This is an optimization exercise on Yosys and OpenROAD, whose aim is small area and a short achievable clock period, not a production implementation.
Where RTL was checked, it was by simulation tests only, not by an equivalence proof against the original.
No activity file was given, so power comes from the tool's default toggle rates.

== run 1 ==
==> flow/design.v (excerpt) <==
module fdc_read (
    input  wire        clk,
    input  wire        rst,
    input  wire        drive_active,
    input  wire        flux,
    input  wire        wr_en,
    input  wire [2:0]  wr_port,
    input  wire [15:0] wr_data,
    input  wire        rd_en,
    output wire [15:0] status,
    output reg         mem_we,
    output wire [31:0] mem_addr,
    output wire [15:0] mem_wdata,
    output reg         irq_sync,
    output reg         irq_done
);
Size in the first run: roughly 930 cells after synthesis, ~170 flip-flops, roughly 92 I/O pins, ~8400 sq um of cells after synthesis.
==> flow/config.mk <==
export PLATFORM = sky130hd
export DESIGN_NAME = fdc_read
export DESIGN_NICKNAME = fdc_read
export VERILOG_FILES = /design/flow/design.v
export SDC_FILE = /design/flow/constraint.sdc
export NUM_CORES = 4
export LEC_CHECK = 0
export CAP_MARGIN = 20
export CORE_MARGIN = 2
export CORE_UTILIZATION = 70
export SETUP_SLACK_MARGIN = 4.4
export SLEW_MARGIN = 20
==> flow/constraint.sdc <==
create_clock -name core_clock -period 7.0 [get_ports {clk}]
set_input_delay 1.4000 -clock core_clock [delete_from_list [all_inputs] [get_ports {clk}]]
set_output_delay 1.4000 -clock core_clock [all_outputs]
set_load 0.01 [all_outputs]
standard.sh (not shown) runs the stock make flow with config.mk's settings and CLKGATE_MAP_FILE= SYNTH_SCRIPT=/design/flow/synth_recipe.tcl, a recipe that flattens the netlist after the stock synthesis.
==> flow/flow/run.sh <==
#!/bin/bash
# Standard ORFS layout (the standard.sh) with these changes:
#  - port buffers are sky130_fd_sc_hd__buf_2 instead of the resizer's default
#    choice (a delay cell);
#  - clock tree synthesis without dummy loads;
#  - the slow multi-input OR cells are not used (synthesis maps to NOR/NAND
#    forms instead); they are added to the platform's own don't-use list.
set -euo pipefail
export BUFFER_PORTS_ARGS="-buffer_cell sky130_fd_sc_hd__buf_2"
export CTS_ARGS="-sink_clustering_enable -repair_clock_nets -buf_list sky130_fd_sc_hd__clkbuf_8 -dont_use_dummy_load"
platform="sky130_fd_sc_hd__lpflow_bleeder_1 sky130_fd_sc_hd__lpflow_clkbufkapwr_1 sky130_fd_sc_hd__lpflow_clkbufkapwr_16 sky130_fd_sc_hd__lpflow_clkbufkapwr_2 sky130_fd_sc_hd__lpflow_clkbufkapwr_4 sky130_fd_sc_hd__lpflow_clkbufkapwr_8 sky130_fd_sc_hd__lpflow_clkinvkapwr_1 sky130_fd_sc_hd__lpflow_clkinvkapwr_16 sky130_fd_sc_hd__lpflow_clkinvkapwr_2 sky130_fd_sc_hd__lpflow_clkinvkapwr_4 sky130_fd_sc_hd__lpflow_clkinvkapwr_8 sky130_fd_sc_hd__lpflow_decapkapwr_12 sky130_fd_sc_hd__lpflow_decapkapwr_3 sky130_fd_sc_hd__lpflow_decapkapwr_4 sky130_fd_sc_hd__lpflow_decapkapwr_6 sky130_fd_sc_hd__lpflow_decapkapwr_8 sky130_fd_sc_hd__lpflow_inputiso0n_1 sky130_fd_sc_hd__lpflow_inputiso0p_1 sky130_fd_sc_hd__lpflow_inputiso1n_1 sky130_fd_sc_hd__lpflow_inputiso1p_1 sky130_fd_sc_hd__lpflow_inputisolatch_1 sky130_fd_sc_hd__lpflow_isobufsrc_1 sky130_fd_sc_hd__lpflow_isobufsrc_16 sky130_fd_sc_hd__lpflow_isobufsrc_2 sky130_fd_sc_hd__lpflow_isobufsrc_4 sky130_fd_sc_hd__lpflow_isobufsrc_8 sky130_fd_sc_hd__lpflow_isobufsrckapwr_16 sky130_fd_sc_hd__lpflow_lsbuf_lh_hl_isowell_tap_1 sky130_fd_sc_hd__lpflow_lsbuf_lh_hl_isowell_tap_2 sky130_fd_sc_hd__lpflow_lsbuf_lh_hl_isowell_tap_4 sky130_fd_sc_hd__lpflow_lsbuf_lh_isowell_4 sky130_fd_sc_hd__lpflow_lsbuf_lh_isowell_tap_1 sky130_fd_sc_hd__lpflow_lsbuf_lh_isowell_tap_2 sky130_fd_sc_hd__lpflow_lsbuf_lh_isowell_tap_4 sky130_fd_sc_hd__probe_p_8 sky130_fd_sc_hd__probec_p_8 "
slow=""
for c in or3_1 or3_2 or3_4 or3b_1 or3b_2 or3b_4 or4_1 or4_2 or4_4 or4b_1 or4b_2 or4b_4 or4bb_1 or4bb_2 or4bb_4; do
  slow="$slow sky130_fd_sc_hd__$c"
done
bash standard.sh "DONT_USE_CELLS=$platform$slow" finish > standard_flow.log 2>&1
Run 1 completed end to end with timing, DRC and antenna clean.
--- input diff run 1..run 2 ---
-- flow/design.v --
<<< run 1, line 102
    output wire [31:0] L           
);
    localparam [1:0] H_NONE = 2'd0, H_HI = 2'd1, H_LO = 2'd2, H_ZERO = 2'd3;
    assign len_dec = len[13:0] - 14'd1;
    assign len_one = len[13:0] == 14'd1;
    assign len_nz  = len[13:0] != 14'd0;
    wire [31:0] Ainc = A + {30'd0, F, 1'b0};
    assign L = {H == H_HI ? B : H == H_ZERO ? 16'd0 : Ainc[31:16],
                H == H_LO ? B : H == H_ZERO ? 16'd0 : Ainc[15:0]};
endmodule
module fdc_read (
>>> run 2, line 102
    output wire [31:0] L           
);
    localparam [1:0] H_NONE = 2'd0, H_HI = 2'd1, H_LO = 2'd2, H_BOTH = 2'd3;
    assign len_dec = len[13:0] - 14'd1;
    assign len_one = len[13:0] == 14'd1;
    assign len_nz  = len[13:0] != 14'd0;
    wire [31:0] Ainc = A + {30'd0, F, 1'b0};
    assign L = {H[0] ? B : Ainc[31:16],      
                H[1] ? B : Ainc[15:0]};      
endmodule
module fdc_read (
<<< run 1, line 127
);
    localparam [2:0] S_IDLE = 3'b000, S_WAIT = 3'b110, S_BYTE0 = 3'b100, S_BYTE1 = 3'b101;
    localparam [1:0] H_NONE = 2'd0, H_HI = 2'd1, H_LO = 2'd2, H_ZERO = 2'd3;
    reg running;
    reg run_st;     
>>> run 2, line 127
);
    localparam [2:0] S_IDLE = 3'b000, S_WAIT = 3'b110, S_BYTE0 = 3'b100, S_BYTE1 = 3'b101;
    localparam [1:0] H_NONE = 2'd0, H_HI = 2'd1, H_LO = 2'd2, H_BOTH = 2'd3;
    reg running;
    reg run_st;     
<<< run 1, line 226
        running <= drive_active;
        run_st  <= drive_active && !rst;
        B <= wr_data;
        A <= L;         
        if (wr_len) pend <= wr_data;      
        if (bv8 && st_b0) hi <= byte_v;   
>>> run 2, line 226
        running <= drive_active;
        run_st  <= drive_active && !rst;
        B <= rst ? 16'd0 : wr_data;    
        A <= L;
        if (wr_len) pend <= wr_data;      
        if (bv8 && st_b0) hi <= byte_v;   
<<< run 1, line 236
            len <= 16'd0; pz <= 1'b1; sync_r <= 16'd0; ctl10 <= 1'b0; dmaen <= 1'b0;
            state <= S_IDLE;
            F <= 1'b0; H <= H_ZERO;
            mem_we <= 1'b0; irq_sync <= 1'b0; irq_done <= 1'b0;
        end else begin
>>> run 2, line 236
            len <= 16'd0; pz <= 1'b1; sync_r <= 16'd0; ctl10 <= 1'b0; dmaen <= 1'b0;
            state <= S_IDLE;
            F <= 1'b0; H <= H_BOTH;
            mem_we <= 1'b0; irq_sync <= 1'b0; irq_done <= 1'b0;
        end else begin
- Diff run 1 -> run 2 | share of cell area taken by muxes after synthesis | increase of 2.1 points
- Relative to run 1, number of post-CTS setup repair buffers has gone up in run 2.
- On height of the die: run 2 sits above run 1.
- As of run 2, routed length per placed instance had risen by a few percent compared to run 1.
- The flow did not stop early for run 2: all stages ran, and the layout cleared the timing, DRC and antenna checks.
- The clock transition at the registers of the reported paths was comparable across run 2 and run 1.
- From run 2 to run 1, final number of hold-violating endpoints did not move at all.
- Run 1 → run 2: non-clock buffer contribution to total cell area up 1.0 points, met3 track utilization from global routing -1.7 points.
- In the tables for run 2 and run 1, peak supply drop reads lower with run 1.
Only the layout flow was run in run 2; the RTL was not checked for function there.

Setup of before:
Another version of the RTL of fdc_read (not shown whole).
Size: ~170 flip-flops, ~92 I/O pins, ~8800 um2 of cells after synthesis.
export LEC_CHECK = 0
export CAP_MARGIN = 20
export CORE_MARGIN = 2
export CORE_UTILIZATION = 60
export CTS_BUF_LIST = sky130_fd_sc_hd__clkbuf_8
export SETUP_SLACK_MARGIN = 4.0
export SLEW_MARGIN = 20
create_clock -name core_clock -period 7.0 [get_ports {clk}]
==> flow/flow/run.sh <==
#!/bin/bash
# Standard ORFS layout (the standard.sh), with the port buffers made of
# sky130_fd_sc_hd__buf_1 instead of the resizer's default choice.
set -euo pipefail
export BUFFER_PORTS_ARGS="-buffer_cell sky130_fd_sc_hd__buf_1"
bash standard.sh finish > standard_flow.log 2>&1
Input-level comparison between after and before:
--- a/flow/design.v
+++ b/flow/design.v
@@ -13,19 +13,17 @@
     output wire [15:0] mem_wdata,
     output reg         irq_sync,
     output reg         irq_done
 );
     localparam [1:0] S_IDLE = 2'd0, S_WAIT = 2'd1, S_BYTE0 = 2'd2, S_BYTE1 = 2'd3;
     localparam [1:0] F_NONE = 2'd0, F_SAME = 2'd1, F_M1 = 2'd2;
     localparam [1:0] H_NONE = 2'd0, H_HI = 2'd1, H_LO = 2'd2;
     reg running;
-    reg run_st;     
     reg [10:0] counter;   
-    reg        ended_r;   
     reg [4:0]  inc5;      
     reg [1:0]  hist;
     reg [2:0]  pcnt;      
     reg [1:0]  fcls;      
     reg        dir;       
     reg        lat_v;
     reg [2:0]  lat_c;
     reg [15:0] shift;
@@ -42,44 +40,35 @@
     reg [7:0]  hi;
     reg [31:0] A;
     reg        F;
     reg [15:0] B;
     reg [1:0]  H;
     wire start = drive_active && !running;
     wire [11:0] addend = (pcnt != 3'd0) ? (dir ? 12'd34 : 12'd258) : {4'b0000, 3'b100, inc5};
     wire [11:0] csum   = {1'b0, counter} + addend;
-    function end_at(input [10:0] c, input [2:0] p, input d, input [4:0] i5);
-        reg [5:0] lo;
-        begin
-            lo = {1'b0, c[4:0]} + {1'b0, i5};
-            if (p != 3'd0) end_at = d ? (c >= 11'd2014) : (c >= 11'd1790);
-            else           end_at = (c[10:7] == 4'b1111) || (c[10:5] == 6'b111011 && lo[5]);
-        end
-    endfunction
-    wire       ended = ended_r;
+    wire [5:0] lo_sum = {1'b0, counter[4:0]} + {1'b0, inc5};
+    wire end_fast = counter >= 11'd1790;
+    wire end_slow = counter >= 11'd2014;
+    wire end_inc  = (counter[10:7] == 4'b1111) || (counter[10:5] == 6'b111011 && lo_sum[5]);
+    wire ended = (pcnt != 3'd0) ? (dir ? end_slow : end_fast) : end_inc;
     wire       v     = lat_v | flux;                   
     wire [2:0] cT    = lat_v ? lat_c : counter[10:8];  
     wire fact = (fcls == F_SAME && pcnt != 3'd0) || (fcls == F_M1 && pcnt > 3'd1);
     reg [4:0] inc5_n;
     always @* begin
         inc5_n = inc5;
         if (fact && !dir && inc5 != 5'd31)     inc5_n = inc5 + 5'd1;
         else if (fact && dir && inc5 != 5'd6)  inc5_n = inc5 - 5'd1;
     end
     wire [2:0] pcnt_dec = (pcnt == 3'd0) ? 3'd0 : pcnt - 3'd1;
     wire [1:0] qT      = cT[2] ? cT[1:0] : ~cT[1:0];
     wire [2:0] pcnt_T  = {1'b0, qT} + 3'd1;
     wire [1:0] fcls_T  = ((hist == 2'd0 && !cT[2]) || (hist == 2'd3 && cT[2])) ? F_SAME :
                          (hist == 2'd1 || hist == 2'd2) ? F_M1 : F_NONE;
-    wire [10:0] cnext = csum[10:0];
-    wire end_nT = cT[2] ? (cnext >= 11'd2014) : (cnext >= 11'd1790);   
-    wire end_nN = end_at(cnext, 3'd0, 1'b0, inc5_n);                   
-    wire end_nC = end_at(cnext, pcnt_dec, dir, inc5_n);                
-    wire ended_n = ended ? (v ? end_nT : end_nN) : end_nC;
     wire bv     = running & ended;
     wire hi_eq  = (shift[14:0] == sync_r[15:1]);
     wire match  = hi_eq & (sync_r[0] == v);
     wire c8     = (bcnt == 3'd7);
     wire sp_match = bv & match & (c8 | !st_sync);
     wire sps    = sp_match & ctl10 & (state == S_WAIT);
     wire spb    = bv & c8 & !sps;
     wire [7:0] byte_v = {shift[6:0], v};
@@ -127,33 +116,31 @@
             end else
                 state_w = S_IDLE;
         end
     end
     wire [31:0] Ainc = A + {30'd0, F, 1'b0};
     wire [31:0] L    = {H == H_HI ? B : Ainc[31:16], H == H_LO ? B : Ainc[15:0]};
     always @(posedge clk) begin
         running <= drive_active;
-        run_st  <= drive_active && !rst;    
         B <= wr_data;
         if (rst) begin
-            counter <= 11'd0; ended_r <= 1'b0; inc5 <= 5'd18; hist <= 2'd0;
+            counter <= 11'd0; inc5 <= 5'd18; hist <= 2'd0;
             pcnt <= 3'd0; fcls <= F_NONE; dir <= 1'b0; lat_v <= 1'b0;
             shift <= 16'd0; bcnt <= 3'd0; st_sync <= 1'b0; st_ready <= 1'b0; st_data <= 8'd0;
             len <= 16'd0; pz <= 1'b1; sync_r <= 16'd0; ctl10 <= 1'b0; dmaen <= 1'b0;
             state <= S_IDLE;
             A <= 32'd0; F <= 1'b0; H <= H_NONE;
             mem_we <= 1'b0; irq_sync <= 1'b0; irq_done <= 1'b0;
         end else begin
             if (start) begin
-                counter <= 11'd0; ended_r <= 1'b0; inc5 <= 5'd18; hist <= 2'd0;
+                counter <= 11'd0; inc5 <= 5'd18; hist <= 2'd0;
                 pcnt <= 3'd0; fcls <= F_NONE; dir <= 1'b0; lat_v <= 1'b0;
             end else if (running) begin
                 counter <= csum[10:0];
-                ended_r <= ended_n;
                 inc5   <= inc5_n;
                 if (ended) begin
                     lat_v <= 1'b0;
                     if (v) begin
                         pcnt <= pcnt_T; fcls <= fcls_T; dir <= cT[2];
                         hist <= {cT[2], hist[1]};
                     end else begin
                         pcnt <= 3'd0; fcls <= F_NONE;
@@ -196,10 +183,10 @@
             end
             mem_we   <= wd;
             irq_sync <= sp_match;
             irq_done <= xfer;
         end
     end
     assign mem_addr  = A;
     assign mem_wdata = {hi, st_data};
-    assign status = run_st ? {st_ready, state != S_IDLE, 1'b0, st_sync, 4'd0, st_data} : 16'd0;
+    assign status = running ? {st_ready, state != S_IDLE, 1'b0, st_sync, 4'd0, st_data} : 16'd0;
 endmodule
- after has completed all stages; timing, DRC and antenna checks passed.
- before completed; timing, DRC and antenna clean
- In after the synthesis-to-finish area growth turned out 0.32 points lower than in before.
- after reports its cell at the slowest stage of the critical path as sky130_fd_sc_hd__fa_2 while before reports sky130_fd_sc_hd__or3_4.
- Against before as the reference, after delivers a higher wire length.
- On final non-filler cell area, before and after are basically level.
- Compared with before, in after multi-input combinational gate total increased by about 1.1% relative to the old numbers, routed via count divided by cell count saw an increase, power dissipated in the clock network went up, post-CTS clock slew at the launch and capture registers of the worst setup and hold paths held, number of distinct library cells after synthesis moved down.
Function was not checked in any run of this note: the RTL went through the layout flow alone.

== run B ==
Another version of the RTL of fdc_read (not shown whole).
Size: ~970 cells after synthesis, about 170 flip-flops, about 8500 um^2 of cells after synthesis.
Design fdc_read, start of the top module:
module fdc_read (
    input  wire        clk,
    input  wire        rst,
    input  wire        drive_active,
    input  wire        flux,
    input  wire        wr_en,
    input  wire [2:0]  wr_port,
    input  wire [15:0] wr_data,
    input  wire        rd_en,
    output wire [15:0] status,
    output reg         mem_we,
    output wire [31:0] mem_addr,
    output wire [15:0] mem_wdata,
    output reg         irq_sync,
    output reg         irq_done
);
clock: 7.0 ns
lec_check: 0
cap_margin: 20
core_margin: 2
core_utilization: 60
cts_buf_list: sky130_fd_sc_hd__clkbuf_8
setup_slack_margin: 4.3
slew_margin: 20
Scripts as last shown in full above: flow/flow/run.sh
#### Input delta (run C over run B)
--- a/flow/design.v
+++ b/flow/design.v
@@ -38,63 +38,57 @@
     reg [15:0] sync_r;
     reg        ctl10;
     reg        dmaen;     
     reg [1:0]  state;
     reg [7:0]  hi;
     reg [31:0] A;
     reg        F;
     reg [15:0] B;
     reg [1:0]  H;
     wire start = drive_active && !running;
-    wire [10:0] s_fast = counter + 11'd258;
-    wire [10:0] s_slow = counter + 11'd34;
-    wire [10:0] s_inc  = counter + {3'b100, inc5};
-    wire [10:0] cnext  = pnz ? (dir ? s_slow : s_fast) : s_inc;
+    wire [11:0] addend = (pcnt != 3'd0) ? (dir ? 12'd34 : 12'd258) : {4'b0000, 3'b100, inc5};
+    wire [11:0] csum   = {1'b0, counter} + addend;
+    function end_at(input [10:0] c, input [2:0] p, input d, input [4:0] i5);
+        reg [5:0] lo;
+        begin
+            lo = {1'b0, c[4:0]} + {1'b0, i5};
+            if (p != 3'd0) end_at = d ? (c >= 11'd2014) : (c >= 11'd1790);
+            else           end_at = (c[10:7] == 4'b1111) || (c[10:5] == 6'b111011 && lo[5]);
+        end
+    endfunction
     wire       ended = ended_r;
     wire       v     = lat_v | flux;                   
     wire [2:0] cT    = lat_v ? lat_c : counter[10:8];  
-    wire pnz  = pcnt != 3'd0;
-    wire pgt1 = pcnt[2] | pcnt[1];
-    wire fact = (fcls == F_SAME && pnz) || (fcls == F_M1 && pgt1);
-    wire f_up = fact && !dir && inc5 != 5'd31;
-    wire f_dn = fact &&  dir && inc5 != 5'd6;
-    wire [4:0] inc5_n = inc5 + {{4{f_dn}}, f_up | f_dn};
-    wire [2:0] pcnt_dec = pnz ? pcnt - 3'd1 : 3'd0;
+    wire fact = (fcls == F_SAME && pcnt != 3'd0) || (fcls == F_M1 && pcnt > 3'd1);
+    reg [4:0] inc5_n;
+    always @* begin
+        inc5_n = inc5;
+        if (fact && !dir && inc5 != 5'd31)     inc5_n = inc5 + 5'd1;
+        else if (fact && dir && inc5 != 5'd6)  inc5_n = inc5 - 5'd1;
+    end
+    wire [2:0] pcnt_dec = (pcnt == 3'd0) ? 3'd0 : pcnt - 3'd1;
     wire [1:0] qT      = cT[2] ? cT[1:0] : ~cT[1:0];
     wire [2:0] pcnt_T  = {1'b0, qT} + 3'd1;
     wire [1:0] fcls_T  = ((hist == 2'd0 && !cT[2]) || (hist == 2'd3 && cT[2])) ? F_SAME :
                          (hist == 2'd1 || hist == 2'd2) ? F_M1 : F_NONE;
-    wire [11:0] u = {1'b0, counter} + {7'd0, inc5};
-    wire [11:0] w = {1'b0, counter} + {6'd0, inc5, 1'b0};
-    wire fup = (fcls == F_SAME) && !dir && inc5 != 5'd31;
-    wire fdn = (fcls == F_SAME) &&  dir && inc5 != 5'd6;
-    reg  end_pre;
-    always @* begin
-        if (pgt1)   end_pre = dir ? (counter >= 11'd1980) : (counter >= 11'd1532);
-        else if (pcnt[0])         end_pre = dir ? (fdn ? u >= 12'd1887 : u >= 12'd1886)
-                                                : (fup ? u >= 12'd1661 : u >= 12'd1662);
-        else                      end_pre = w >= 12'd1792;
-    end
-    wire ended_n = !ended && end_pre;
+    wire [10:0] cnext = csum[10:0];
+    wire end_nT = cT[2] ? (cnext >= 11'd2014) : (cnext >= 11'd1790);   
+    wire end_nN = end_at(cnext, 3'd0, 1'b0, inc5_n);                   
+    wire end_nC = end_at(cnext, pcnt_dec, dir, inc5_n);                
+    wire ended_n = ended ? (v ? end_nT : end_nN) : end_nC;
     wire bv     = running & ended;
     wire hi_eq  = (shift[14:0] == sync_r[15:1]);
-    wire m1     = hi_eq &  sync_r[0];
-    wire m0     = hi_eq & ~sync_r[0];
-    wire match  = v ? m1 : m0;
+    wire match  = hi_eq & (sync_r[0] == v);
     wire c8     = (bcnt == 3'd7);
-    wire bv8    = bv & c8;
-    wire sw     = bv & ctl10 & (state == S_WAIT);
-    wire sps1   = sw & m1 & (c8 | !st_sync);
-    wire sps0   = sw & m0 & (c8 | !st_sync);
     wire sp_match = bv & match & (c8 | !st_sync);
-    wire sps    = v ? sps1 : sps0;
-    wire spb    = bv8 & ~(v ? sps1 : sps0);
+    wire sps    = sp_match & ctl10 & (state == S_WAIT);
+    wire spb    = bv & c8 & !sps;
     wire [7:0] byte_v = {shift[6:0], v};
     wire wd   = bv & c8 & (state == S_BYTE1);    
     wire [13:0] len_dec = len[13:0] - 14'd1;
     wire xfer = wd & (len_dec == 14'd0);
     reg  [1:0] state_s;
     always @* begin
         state_s = state;
         if (sps) state_s = S_BYTE0;
         else if (spb) begin
             if (state == S_BYTE0) state_s = S_BYTE1;
@@ -148,21 +142,21 @@
             shift <= 16'd0; bcnt <= 3'd0; st_sync <= 1'b0; st_ready <= 1'b0; st_data <= 8'd0;
             len <= 16'd0; pz <= 1'b1; sync_r <= 16'd0; ctl10 <= 1'b0; dmaen <= 1'b0;
             state <= S_IDLE;
             F <= 1'b0; H <= H_ZERO;
             mem_we <= 1'b0; irq_sync <= 1'b0; irq_done <= 1'b0;
         end else begin
             if (start) begin
                 counter <= 11'd0; ended_r <= 1'b0; inc5 <= 5'd18; hist <= 2'd0;
                 pcnt <= 3'd0; lat_v <= 1'b0;
             end else if (running) begin
-                counter <= cnext;
+                counter <= csum[10:0];
                 ended_r <= ended_n;
                 inc5   <= inc5_n;
                 if (ended) begin
                     lat_v <= 1'b0;
                     if (v) begin
                         pcnt <= pcnt_T; fcls <= fcls_T; dir <= cT[2];
                         hist <= {cT[2], hist[1]};
                     end else begin
                         pcnt <= 3'd0;
                     end
## What came out
- In the route summary, run C ends up with a via count below that of run B.
- Run C ends up with a wire length on met2 that is 250 um higher than in run B.
- Run C: final critical path time including I/O delays and setup 0.76 ns above run B
- Synthesized area came out lower on run C than on run B.
- Design area: run C vs run B up 1.2%
- | biggest fanout along the worst timing path | lower: run C |
- Run C against run B: total routed wire length on the met1 layer decreased 910 um; clock share of power increased 0.5 points; length of the first detailed-routing pass in iterations increased 1; number of logic inverters in the finished layout decreased 3.
- In the reports for run C and run B, the smaller number of global-route vias before repair belongs to run B.
- Lower area added between synthesis and finish goes to run B over run C.
For run B, only the layout was checked, not whether the RTL still works.

## afterwards: timing with drivers on the ports
The flow's constraints put no driver on any port. The routed layouts listed below were extracted and timed again, unchanged, in two steps.
Step 1: set_driving_cell puts a clkbuf_16 on clk and a buf_2 on each other input, an assumption about the parent block.
Step 2 adds t to the input delays and takes it off the output delays; t is the mean of the earliest and latest rising clock arrival at the registers after step 1. Input paths then give back, and output paths get back, about the clock's delay inside the block.
Three values: ideal, step 1, step 2; two values: the first two.
| run | shift t [ns] | setup WS [ns] | worst setup path at the end | clock arrival spread, ns | cell pins on the clock port's net |
|---|---|---|---|---|---|
| run 1 | 0.489 | 4.391 / 4.353 / 3.977 | input to register | 0.031 / 0.031 | 1 |
| run 2 | 0.485 | 4.260 / 4.254 / 3.769 | input to register | 0.025 / 0.024 | 1 |
| before | 0.503 | 3.787 / 3.787 / 3.675 | input to register | 0.015 / 0.016 | 1 |
| after | 0.493 | 4.085 / 4.081 / 3.653 | input to register | 0.018 / 0.018 | 1 |
| run B | 0.498 | 4.303 / 4.277 / 3.819 | input to register | 0.014 / 0.014 | 1 |
| run C | 0.497 | 3.542 / 3.542 / 3.542 | register to register | 0.015 / 0.014 | 1 |
After both steps setup and hold are still met in every run listed. The setup slack of run 2, which loses most, moves by -0.006 ns with the drivers and by -0.491 ns with both steps.
